Source: an optimization exercise on an open RTL-to-GDS flow (aim: small area, a short achievable clock period and few clock cycles). Production flows keep margins and buffers that such runs may drop.
Only simulation tests tie the RTL to the original design; equivalence was not proved.
No activity file was given, so power comes from the tool's default toggle rates.

the baseline:
==> flow/design.v <==
module nasa_fa (
    input  wire       clk,
    input  wire       rst,
    input  wire       in_valid,
    input  wire [7:0] in_data,
    output wire       in_ready,
    output reg        pl_valid,
    output reg  [7:0] pl_data,
    output reg        pl_last,
    output reg        pl_empty
);
    localparam [7:0] STX = 8'h32;
    localparam [7:0] ETX = 8'h34;
    localparam [1:0] S_SRCH = 2'd0, S_L1 = 2'd1, S_L2 = 2'd2, S_BODY = 2'd3;
    localparam [1:0] E_IDLE = 2'd0, E_H1 = 2'd1, E_H2 = 2'd2, E_PAY = 2'd3;
    function [3:0] bcls(input [7:0] b);
        bcls = {(b >= 8'd4) && (b <= 8'd126), b == ETX, b == 8'd0, b == STX};
    endfunction
    function [15:0] crc_step(input [15:0] c_in, input [7:0] b);
        integer i;
        reg [15:0] c;
        begin
            c = c_in ^ {b, 8'h00};
            for (i = 0; i < 8; i = i + 1)
                c = c[15] ? ({c[14:0], 1'b0} ^ 16'h1021) : {c[14:0], 1'b0};
            crc_step = c;
        end
    endfunction
    reg  [1023:0] ring;
    reg  [3:0]    f0;                   
    wire [7:0]    r0   = ring[7:0];
    wire [7:0]    r31  = ring[255:248];
    wire [7:0]    r63  = ring[511:504];
    wire [7:0]    r95  = ring[767:760];
    wire [7:0]    r127 = ring[1023:1016];
    reg           in_ready_q;
    wire          ins = in_valid && in_ready_q;
    always @(posedge clk) begin
        ring <= {ring[1015:0], ins ? in_data : r127};
        f0   <= bcls(ins ? in_data : r127);
    end
    assign in_ready = in_ready_q;
    reg  [6:0]  ph;         
    reg  [6:0]  tail;       
    reg         uany;       
    reg  [6:0]  d;          
    reg         d127;       
    reg  [1:0]  st;
    reg  [6:0]  cs;         
    reg         hi_ok;      
    reg  [6:0]  rem;        
    reg         last_q;     
    reg  [15:0] crc;
    reg         crcz;       
    reg         nv_v;       
    reg         b1_stx, b1_zero, b2_stx;    
    reg  [6:0]  fq0, fq1, fq2, fq3;
    reg  [1:0]  fwp, frp;
    reg  [3:0]  focc;       
    reg  [1:0]  es;
    reg  [1:0]  etap;
    reg  [6:0]  ecnt;
    reg         ezero, eone;    
    wire        fne    = focc[0];
    wire        ffull  = focc[3];
    wire [7:0]  x      = r0;
    wire [3:0]  xf     = f0;
    wire        x_stx  = xf[0];
    wire        x_zero = xf[1];
    wire        x_etx  = xf[2];
    wire        x_len  = xf[3];
    wire        ok_frame = x_etx && crcz;
    wire        body_end = (st == S_BODY) && last_q;
    wire        stall  = ffull && body_end && ok_frame;
    wire        sc_go  = uany && d127 && !stall;
    wire        nv_now   = b2_stx && b1_zero && x_len;
    wire        do_push  = sc_go && body_end && ok_frame;
    wire        jump     = sc_go && body_end && !ok_frame && (nv_v || nv_now);
    wire [6:0]  phm1     = ph - 7'd1;
    wire [6:0]  sp       = phm1;
    wire [6:0]  dj       = nv_v ? cs - ph : 7'd124;
    reg  [1:0]  st_n;
    reg  [1:0]  cs_sel;     
    always @* begin
        st_n   = st;
        cs_sel = 2'd0;
        if (sc_go) begin
            case (st)
                S_SRCH: if (x_stx) begin cs_sel = 2'd1; st_n = S_L1; end
                S_L1:   st_n = S_L2;
                S_L2: begin
                    if (hi_ok && x_len)  st_n = S_BODY;
                    else if (b1_stx)     begin cs_sel = 2'd2; st_n = S_L2; end
                    else if (x_stx)      begin cs_sel = 2'd1; st_n = S_L1; end
                    else                 st_n = S_SRCH;
                end
                S_BODY: begin
                    if (!last_q)                         st_n = S_BODY;
                    else if (ok_frame || nv_v || nv_now) st_n = S_SRCH;
                    else if (b1_stx)     begin cs_sel = 2'd2; st_n = S_L2; end
                    else if (x_stx)      begin cs_sel = 2'd1; st_n = S_L1; end
                    else                 st_n = S_SRCH;
                end
            endcase
        end
    end
    wire        rebase = ins && !uany;
    wire [6:0]  ph_n   = ph + 7'd1;
    wire        ph_tail = (ph == tail);
    wire        sp_tail = (phm1 == tail);
    wire        uany_n  = jump || ins || (uany && !(sc_go && sp_tail));
    reg  [7:0]  etb;
    always @* begin
        case (etap)
            2'd0:    etb = r31;
            2'd1:    etb = r63;
            2'd2:    etb = r95;
            default: etb = r127;
        endcase
    end
    reg  [6:0]  front;
    always @* begin
        case (frp)
            2'd0:    front = fq0;
            2'd1:    front = fq1;
            2'd2:    front = fq2;
            default: front = fq3;
        endcase
    end
    wire        e_start = (es == E_IDLE) && fne && (front[4:0] == ph[4:0]);
    wire        e_pop   = (es == E_PAY) && (ezero || eone);
    wire        cand    = (st != S_SRCH);
    wire        empty   = !cand && !uany && !fne;
    wire        jump_mb = (st == S_BODY) && last_q && (nv_v || b2_stx);
    wire        nfne_n  = !focc[0] || (!focc[1] && e_pop);
    wire        blk_n   = nfne_n && ((cand && cs == ph_n) ||
                                     (uany && (d == 7'd1 || jump_mb)));
    wire        in_ready_n = (empty || ins || ph_tail) && !blk_n;
    always @(posedge clk) begin
        if (rst) begin
            ph         <= 7'd0;
            uany       <= 1'b0;
            st         <= S_SRCH;
            focc       <= 4'd0;
            fwp        <= 2'd0;
            frp        <= 2'd0;
            es         <= E_IDLE;
            in_ready_q <= 1'b1;
            pl_valid   <= 1'b0;
            pl_last    <= 1'b0;
            pl_empty   <= 1'b0;
        end else begin
            ph         <= ph_n;
            uany       <= uany_n;
            st         <= st_n;
            in_ready_q <= in_ready_n;
            if (do_push && !e_pop)      focc <= {focc[2:0], 1'b1};
            else if (e_pop && !do_push) focc <= {1'b0, focc[3:1]};
            if (do_push) fwp <= fwp + 2'd1;
            if (e_pop)   frp <= frp + 2'd1;
            pl_valid <= (es == E_PAY);
            pl_last  <= (es == E_PAY) && (ezero || eone);
            pl_empty <= (es == E_PAY) && ezero;
            case (es)
                E_IDLE:  if (e_start) es <= E_H1;
                E_H1:    es <= E_H2;
                E_H2:    es <= E_PAY;
                default: if (ezero || eone) es <= E_IDLE;
            endcase
        end
    end
    always @(posedge clk) begin
        if (ins) tail <= ph;
        if (jump) begin
            d    <= dj;
            d127 <= (dj == 7'd127);
        end else if (sc_go) begin
        end else if (rebase) begin
            d    <= 7'd127;
            d127 <= 1'b1;
        end else begin
            d    <= d - 7'd1;
            d127 <= (d == 7'd0);
        end
        case (cs_sel)
            2'd1: cs <= sp;
            2'd2: cs <= sp - 7'd1;
            default: ;
        endcase
        if (sc_go) begin
            b2_stx  <= b1_stx;
            b1_stx  <= x_stx;
            b1_zero <= x_zero;
            if (st == S_L1 || (cs_sel == 2'd2)) hi_ok <= x_zero;
            if (st == S_L2) begin
                rem    <= x[6:0] - 7'd1;
                last_q <= 1'b0;
                crc    <= 16'd0;
                crcz   <= 1'b1;
                nv_v   <= 1'b0;
            end
            if (st == S_BODY) begin
                if (nv_now) nv_v <= 1'b1;
                crc    <= crc_step(crc, x);
                crcz   <= (crc_step(crc, x) == 16'd0);
                rem    <= rem - 7'd1;
                last_q <= (rem == 7'd2);
            end
        end
        if (do_push) begin
            case (fwp)
                2'd0:    fq0 <= cs;
                2'd1:    fq1 <= cs;
                2'd2:    fq2 <= cs;
                default: fq3 <= cs;
            endcase
        end
        case (es)
            E_IDLE: etap <= ~(front[6:5] - ph[6:5]);
            E_H2: begin
                ecnt  <= etb[6:0] - 7'd4;
                ezero <= (etb == 8'd4);
                eone  <= (etb == 8'd5);
            end
            E_PAY: begin
                ecnt  <= ecnt - 7'd1;
                eone  <= (ecnt == 7'd2);
            end
            default: ;
        endcase
        pl_data <= etb;
    end
endmodule
clock: 10.0 ns
lec_check: 0
abc_clock_period_in_ps: 3000
cap_margin: 20
core_margin: 2
core_utilization: 75
cts_buf_list: sky130_fd_sc_hd__clkbuf_8
cts_cluster_diameter: 60
cts_cluster_size: 18
slew_margin: 20
standard.sh (not shown) runs the stock make flow with config.mk's settings and CLKGATE_MAP_FILE= SYNTH_SCRIPT=/design/flow/synth_recipe.tcl, a recipe that flattens the netlist after the stock synthesis.
==> flow/flow/run.sh <==
#!/bin/bash
# Own flow: the standard layout (standard.sh), unchanged synthesis, with
# two changes for the later steps: the port buffers are buf_4 cells instead
# of the smallest buffer, and timing repair aims at a larger setup margin.
set -euo pipefail
bash standard.sh synth > synth.log 2>&1
export SETUP_SLACK_MARGIN=7
export BUFFER_PORTS_ARGS="-buffer_cell sky130_fd_sc_hd__buf_4"
bash standard.sh > layout.log 2>&1
Testbench counts of the baseline, summed over its fixed seeds: cycles 18,671.
> inputs changed (the baseline -> the candidate)
--- a/flow/design.v
+++ b/flow/design.v
@@ -40,9 +40,9 @@
         f0   <= bcls(ins ? in_data : r127);
     end
     assign in_ready = in_ready_q;
     reg  [6:0]  ph;         
-    reg  [6:0]  tail;       
+    reg  [6:0]  dt;         
     reg         uany;       
     reg  [6:0]  d;          
     reg         d127;       
     reg  [1:0]  st;
@@ -75,11 +75,11 @@
     wire        sc_go  = uany && d127 && !stall;
     wire        nv_now   = b2_stx && b1_zero && x_len;
     wire        do_push  = sc_go && body_end && ok_frame;
     wire        jump     = sc_go && body_end && !ok_frame && (nv_v || nv_now);
-    wire [6:0]  phm1     = ph - 7'd1;
-    wire [6:0]  sp       = phm1;
-    wire [6:0]  dj       = nv_v ? cs - ph : 7'd124;
+    wire [6:0]  sp       = ph - 7'd1;
+    wire [6:0]  cs_ph    = cs - ph;
+    wire [6:0]  dj       = nv_v ? cs_ph : 7'd124;
     reg  [1:0]  st_n;
     reg  [1:0]  cs_sel;     
     always @* begin
         st_n   = st;
@@ -105,10 +105,10 @@
         end
     end
     wire        rebase = ins && !uany;
     wire [6:0]  ph_n   = ph + 7'd1;
-    wire        ph_tail = (ph == tail);
-    wire        sp_tail = (phm1 == tail);
+    wire        ph_tail = (dt == 7'd0);
+    wire        sp_tail = (dt == 7'd1);
     wire        uany_n  = jump || ins || (uany && !(sc_go && sp_tail));
     reg  [7:0]  etb;
     always @* begin
         case (etap)
@@ -130,11 +130,11 @@
     wire        e_start = (es == E_IDLE) && fne && (front[4:0] == ph[4:0]);
     wire        e_pop   = (es == E_PAY) && (ezero || eone);
     wire        cand    = (st != S_SRCH);
     wire        empty   = !cand && !uany && !fne;
-    wire        jump_mb = (st == S_BODY) && last_q && (nv_v || b2_stx);
+    wire        jump_mb = (st == S_BODY) && last_q && nv_v;
     wire        nfne_n  = !focc[0] || (!focc[1] && e_pop);
-    wire        blk_n   = nfne_n && ((cand && cs == ph_n) ||
+    wire        blk_n   = nfne_n && ((cand && cs_ph == 7'd1) ||
                                      (uany && (d == 7'd1 || jump_mb)));
     wire        in_ready_n = (empty || ins || ph_tail) && !blk_n;
     always @(posedge clk) begin
         if (rst) begin
@@ -169,9 +169,9 @@
             endcase
         end
     end
     always @(posedge clk) begin
-        if (ins) tail <= ph;
+        dt <= ins ? 7'd1 : dt + 7'd1;
         if (jump) begin
             d    <= dj;
             d127 <= (dj == 7'd127);
         end else if (sc_go) begin
[summary]
Relative to the baseline, the detailed-route wire length per cell measured on the candidate has decreased by a few percent. Fraction of area in clock buffers and inverters: higher on the candidate. Relative to the baseline, the worst voltage drop across the vdd grid of the candidate is higher by 0.016 mV. Cmp the candidate and the baseline / switching power / higher: the candidate. Sort the candidate and the baseline by worst slack on hold paths, ascending, and the baseline comes first. Relative to the baseline, the all-layer global routing usage of the candidate is lower by 0.70 points. Sum of internal, switching and leakage power deteriorates in the candidate relative to the baseline. Relative to the baseline, the layout clock buffer count measured on the candidate has increased by a few percent.
Testbench counts of the candidate, summed over its fixed seeds: cycles 18,671.

-- port drivers added, routing unchanged --
The results above use ideal ports. As a check the final layouts listed here were re-extracted and re-timed, cells and wires unchanged. Step 1 (the two cells are an assumption about what drives the block):
set clk [get_ports {clk}]
set_driving_cell -lib_cell sky130_fd_sc_hd__clkbuf_16 $clk
set_driving_cell -lib_cell sky130_fd_sc_hd__buf_2 [delete_from_list [all_inputs] $clk]
Step 2 adds t to the input delays and takes it off the output delays; t is the mean of the earliest and latest rising clock arrival at the registers after step 1. Input paths then give back, and output paths get back, about the clock's delay inside the block. Three values: no drivers, after step 1, after step 2; two values: the first two.
run	t (ns)	slack for setup (ns)	latest minus earliest clock arrival (ns)	worst data-port slew with drivers (ns)
the baseline	0.693	6.865 / 6.817 / 6.556	0.038 / 0.038	0.05
the candidate	0.705	6.846 / 6.791 / 6.430	0.030 / 0.030	0.03
After both steps every run listed still meets setup and hold. For the candidate, which loses most, drivers alone change the setup slack by -0.055 ns; drivers and shift together by -0.416 ns.
